Background: an optimization exercise with open tools, aiming at small area. Do not read the settings as production practice.
Only simulation tests tie the RTL to the original design; equivalence was not proved.
Power figures rest on the tool's default switching activity, not on a simulated workload.

==> run a: inputs <==
// pdock_core
module pdock_core (
    input  wire        clk,
    input  wire        rst,
    input  wire        cmd_valid,
    output wire        cmd_ready,
    input  wire [7:0]  cmd_op,
    input  wire [15:0] cmd_len,
    input  wire [31:0] cmd_ts,
    input  wire [31:0] cmd_detail,
    input  wire        w_valid,
    output wire        w_ready,
    input  wire [15:0] w_data,
    output wire        ev_valid,
    input  wire        ev_ready,
    output wire [31:0] ev_data,
    output wire        ev_last,
    output wire        err_valid,
    input  wire        err_ready,
    output wire [31:0] err_data,
    output wire        err_last,
    input  wire [5:0]  rd_addr,
    output wire [31:0] rd_data
);
export LEC_CHECK = 0
export ABC_AREA = 1
export CAP_MARGIN = 20
export CORE_MARGIN = 2
export CORE_UTILIZATION = 50
export CTS_BUF_LIST = sky130_fd_sc_hd__clkbuf_4
export CTS_CLUSTER_SIZE = 20
export GPL_TIMING_DRIVEN = 0
export SLEW_MARGIN = 20
create_clock -name core_clock -period 15.0 [get_ports {clk}]
run.sh (not shown) runs the stock make flow with config.mk's settings and CLKGATE_MAP_FILE= SYNTH_SCRIPT=/design/flow/synth_recipe.tcl, a recipe that flattens the netlist after the stock synthesis.
==> run b (differences from run a) <==
--- a/flow/design.v
+++ b/flow/design.v
@@ -1,48 +1,48 @@
 module pdock_cur64 (
     input  wire [31:0] f,        
     input  wire [31:0] r,        
     input  wire [3:0]  h,        
     input  wire [1:0]  c,        
     input  wire [4:0]  j,        
     input  wire        l28,      
     output wire [31:0] r_load,   
-    output wire        skip,     
     output wire        p,        
     output wire [1:0]  c_next,
-    output wire        lead_at,  
-    output wire        lead28,   
-    output wire        e_bit     
+    output wire        stop,     
+    output wire        stop28,   
+    output wire [31:0] hi,
+    output wire [7:0]  lo
 );
   wire        sgn  = f[31];
   wire [7:0]  ex   = f[30:23];
   wire [22:0] frac = f[22:0];
   wire sub  = (ex == 8'd0);
   wire spec = (ex == 8'hFF);
   wire fnz  = (frac != 23'd0);
   wire zero = sub & ~fnz;
   reg [4:0] lead;
   integer i;
   always @(*) begin
     lead = 5'd0;
     for (i = 0; i < 23; i = i + 1)
       if (frac[i]) lead = i[4:0];
     if (!sub) lead = 5'd23;
   end
-  assign skip   = spec | zero;
-  assign r_load = skip ? {fnz, frac[21:0], 9'd0} : {8'd0, ~sub, frac};
+  assign r_load = {8'd0, ~sub, frac};
   wire [2:0] s = {2'b00, r[0]} + {2'b00, h[2]} + {2'b00, h[3]} + {1'b0, c};
   assign p      = s[0];
   assign c_next = s[2:1];
-  assign lead28  = (j == lead + 5'd5);
-  assign lead_at = lead28 | ((j == lead + 5'd4) & (s[2:1] == 2'd0));
-  wire [10:0] e64 = spec ? 11'h7FF : zero ? 11'd0 :
-                    {6'd0, lead} + 11'd878 + {10'd0, l28} + (sub ? 11'd1 : {3'd0, ex});
-  assign e_bit = (j == 5'd11) ? sgn : e64[j[3:0]];
+  assign stop28 = (j == lead + 5'd5);
+  assign stop   = stop28 | ((j == lead + 5'd4) & (s[2:1] == 2'd0));
+  wire [10:0] e64 = {6'd0, lead} + 11'd878 + {10'd0, l28} + (sub ? 11'd1 : {3'd0, ex});
+  assign hi = spec ? {sgn, 11'h7FF, fnz, frac[21:3]} :
+              zero ? {sgn, 31'd0} : {sgn, e64, r[30:11]};
+  assign lo = spec ? {frac[2:0], 5'd0} : zero ? 8'd0 : r[10:3];
 endmodule
 module pdock_core (
     input  wire        clk,
     input  wire        rst,
     input  wire        cmd_valid,
     output wire        cmd_ready,
     input  wire [7:0]  cmd_op,
     input  wire [15:0] cmd_len,
@@ -83,18 +83,17 @@
   reg [1:0]  err_kind;
   reg [1:0]  err_reason;
   reg [1:0]  ev_count;
   reg        sc_pend;
   reg        wc_pend;
   reg [4:0]  widx;        
   localparam [1:0] CV_DONE = 2'd0;
   localparam [1:0] CV_LOAD = 2'd1;
-  localparam [1:0] CV_MUL  = 2'd2;
-  localparam [1:0] CV_EXP  = 2'd3;
+  localparam [1:0] CV_STEP = 2'd2;
   reg [1:0]  cvs;
   reg [4:0]  cj;
   reg [3:0]  ch;
   reg [1:0]  cc;
   reg        cl28;
   integer k;
   wire clr     = (state == S_CLR);
   wire idle    = (state == S_IDLE);
@@ -212,59 +211,45 @@
               wc_pend     <= new_wc;
               ev_count    <= 2'd1 + {1'b0, new_sc} + {1'b0, new_wc};
               state       <= S_EVENT;
             end else
               state <= S_IDLE;
           end
         end
         S_EVENT: begin
-          case (cvs)
-            CV_LOAD: begin
-              r   <= cv_r_load;
-              cj  <= 5'd0;
-              ch  <= 4'd0;
-              cc  <= 2'd0;
-              cvs <= cv_skip ? CV_EXP : CV_MUL;
-            end
-            CV_MUL: begin
-              ch <= {ch[2:0], r[0]};
-              cc <= cv_c_next;
-              cj <= cj + 5'd1;
-              if (cv_lead_at) begin
-                cl28 <= cv_lead28;
-                cj   <= 5'd0;
-                cvs  <= CV_EXP;
-              end else
-                r <= {cv_p, r[31:1]};
-            end
-            CV_EXP: begin
-              r  <= {widx[0] ? cv_e_bit : r[0], r[31:1]};
-              cj <= cj + 5'd1;
-              if (cj == 5'd11) cvs <= CV_DONE;
-            end
-            default: begin
-              if (ev_ready) begin
-                if (widx >= 5'd4 && widx <= 5'd11) begin
-                  widx <= widx + 5'd1;
-                  cvs  <= CV_LOAD;
-                end else if (widx == 5'd13) begin
-                  if (sc_pend)      widx <= 5'd14;
-                  else if (wc_pend) widx <= 5'd16;
-                  else              state <= S_IDLE;
-                end else if (widx == 5'd15) begin
-                  if (wc_pend) widx <= 5'd16;
-                  else         state <= S_IDLE;
-                end else if (widx == 5'd17) begin
-                  state <= S_IDLE;
-                end else
-                  widx <= widx + 5'd1;
-              end
-            end
-          endcase
+          if (cvs == CV_LOAD) begin
+            r   <= cv_r_load;
+            cj  <= 5'd0;
+            ch  <= 4'd0;
+            cc  <= 2'd0;
+            cvs <= CV_STEP;
+          end else if (cvs == CV_STEP) begin
+            r   <= {cv_p, r[31:1]};
+            ch  <= {ch[2:0], r[0]};
+            cc  <= cv_c_next;
+            cj  <= cj + 5'd1;
+            cl28 <= cv_stop28;
+            if (cv_stop) cvs <= CV_DONE;
+          end else if (ev_ready) begin
+            if (widx == 5'd4 || widx == 5'd6 || widx == 5'd8 || widx == 5'd10) begin
+              widx <= widx + 5'd1;
+              cvs  <= CV_LOAD;
+            end else if (widx == 5'd13) begin
+              if (sc_pend)      widx <= 5'd14;
+              else if (wc_pend) widx <= 5'd16;
+              else              state <= S_IDLE;
+            end else if (widx == 5'd15) begin
+              if (wc_pend) widx <= 5'd16;
+              else         state <= S_IDLE;
+            end else if (widx == 5'd17) begin
+              state <= S_IDLE;
+            end else
+              widx <= widx + 5'd1;
+          end
         end
         S_ERROR: begin
           if (err_ready) begin
             if (er_end_hit) state <= S_IDLE;
             else            widx <= widx + 5'd1;
           end
         end
         default: state <= S_CLR;
@@ -291,30 +276,32 @@
     hw = 16'd0;
     for (k = 0; k < 15; k = k + 1)
       if (b == k[3:0]) begin
         lw = lo[k];
         hw = hi[(k + 14) % 15];
       end
   end
   wire [31:0] tf = {hw[7:0], hw[15:8], lw[7:0], lw[15:8]};
+  wire [31:0] cur_hi;
+  wire [7:0]  cur_lo;
   wire [31:0] cv_r_load;
-  wire        cv_skip, cv_p, cv_lead_at, cv_lead28, cv_e_bit;
+  wire        cv_p, cv_stop, cv_stop28;
   wire [1:0]  cv_c_next;
   pdock_cur64 u_cur (.f(tf), .r(r), .h(ch), .c(cc), .j(cj), .l28(cl28),
-                     .r_load(cv_r_load), .skip(cv_skip), .p(cv_p), .c_next(cv_c_next),
-                     .lead_at(cv_lead_at), .lead28(cv_lead28), .e_bit(cv_e_bit));
+                     .r_load(cv_r_load), .p(cv_p), .c_next(cv_c_next),
+                     .stop(cv_stop), .stop28(cv_stop28), .hi(cur_hi), .lo(cur_lo));
   wire [15:0] last_addr = tf[31:16];    
   reg [31:0] ow;
   always @(*) begin
     ow = 32'd0;
     if (emit_ev) begin
       if (widx == 5'd0)       ow = {last_addr, 10'd0, prev_weld, prev_status, 2'd0};
       else if (widx <= 5'd4)  ow = tf;
-      else if (widx <= 5'd12) ow = widx[0] ? r : {r[31:24], 24'd0};
+      else if (widx <= 5'd12) ow = widx[0] ? cur_hi : {cur_lo, 24'd0};
       else if (widx == 5'd14) ow = {last_addr, 10'd0, 1'b0, prev_status, 2'd1};
       else if (widx == 5'd16) ow = {last_addr, 10'd0, prev_weld, 3'd0, 2'd2};
       else                    ow = ts_q;
     end else if (emit_er) begin
       case (widx[1:0])
         2'd0: ow = {14'd0, err_kind == 2'd1, err_kind == 2'd1 || (err_kind == 2'd2 && is_cyc),
                     (err_kind == 2'd3) ? ts_q[7:0] :
                     (err_kind == 2'd1) ? 8'd3 : (is_cyc ? 8'd2 : 8'd4),
ABC_AREA = unset   (was 1)
CORE_UTILIZATION = 40   (was 50)
CTS_BUF_LIST = sky130_fd_sc_hd__clkbuf_8   (was sky130_fd_sc_hd__clkbuf_4)
CTS_CLUSTER_SIZE = unset   (was 20)
==> notes.md <==
| quantity | run b | run a |
|---|---|---|
| Run status | finished clean | finished clean |
| Proportion of cell area occupied by registers | 0.350 | 0.414 |
| Non-clock inverter instance count of the final layout | 89 | 353 |
| P_clk | 0.00164 W | 0.00128 W |
| Buffer cell driving the clock tree root | sky130_fd_sc_hd__clkbuf_8 | sky130_fd_sc_hd__clkbuf_4 |
| Count of plain and timing-repair buffers in the layout | 609 | 402 |
| Endpoint of the most critical setup path | ev_data[28] | ev_data[5] |
| Layout cells sized above 1 | 0.207 | 0.128 |
| Largest net degree at the start of global routing | 30 | 17 |
| Fraction of the mapped netlist area in simple logic gates | 0.139 | 0.212 |
| Placement Rows | 95 | 82 |
| Multi-input gate area | 14300 um2 | 10600 um2 |
| Measured slew at the worst slew-check pin | 1.20 ns | 1.04 ns |
| Mux contribution to synthesized area | 0.0306 | 0.000791 |
| Met2 routed WL | 65600 um | 41600 um |
| Detail Route met3 WL | 14300 um | 10600 um |
| Part of the power in registers | 0.237 | 0.318 |
| Area fraction in compound gates after synthesis | 0.271 | 0.164 |
| LEAKAGE | 13.5 nW | 12.8 nW |
| Peak VDD IR | 0.000111 V | 0.000122 V |
| Area of the die | 70000 um2 | 52500 um2 |
| Depth of the CTS H-tree | 3 | 4 |
| Xor/xnor share of the synthesized area | 0.0130 | 0.00934 |

-- what the ideal ports hide --
How much do the figures lean on ideal ports? The routed layouts below were timed once more, with nothing changed but the port constraints.
Step 1, drivers: a clkbuf_16 drives clk and a buf_2 each remaining input, both assumed.
Step 2, shift: input delay + t, output delay - t, t = (earliest + latest rising clock arrival at the registers) / 2. This alone moves slack from input paths to output paths.
Slacks: ideal / step 1 / step 2; pairs: ideal / step 1.
| run | t, ns | slack for setup (ns) | cell pins on the clock port's net |
|---|---|---|---|
| run a | 1.016 | 1.095 / 1.067 / 1.074 | 1 |
| run b | 0.801 | 0.224 / 0.173 / 0.173 | 1 |
After both steps every run listed still meets setup and hold. The setup slack of run b, which loses most, moves by -0.051 ns with the drivers and by -0.051 ns with both steps.
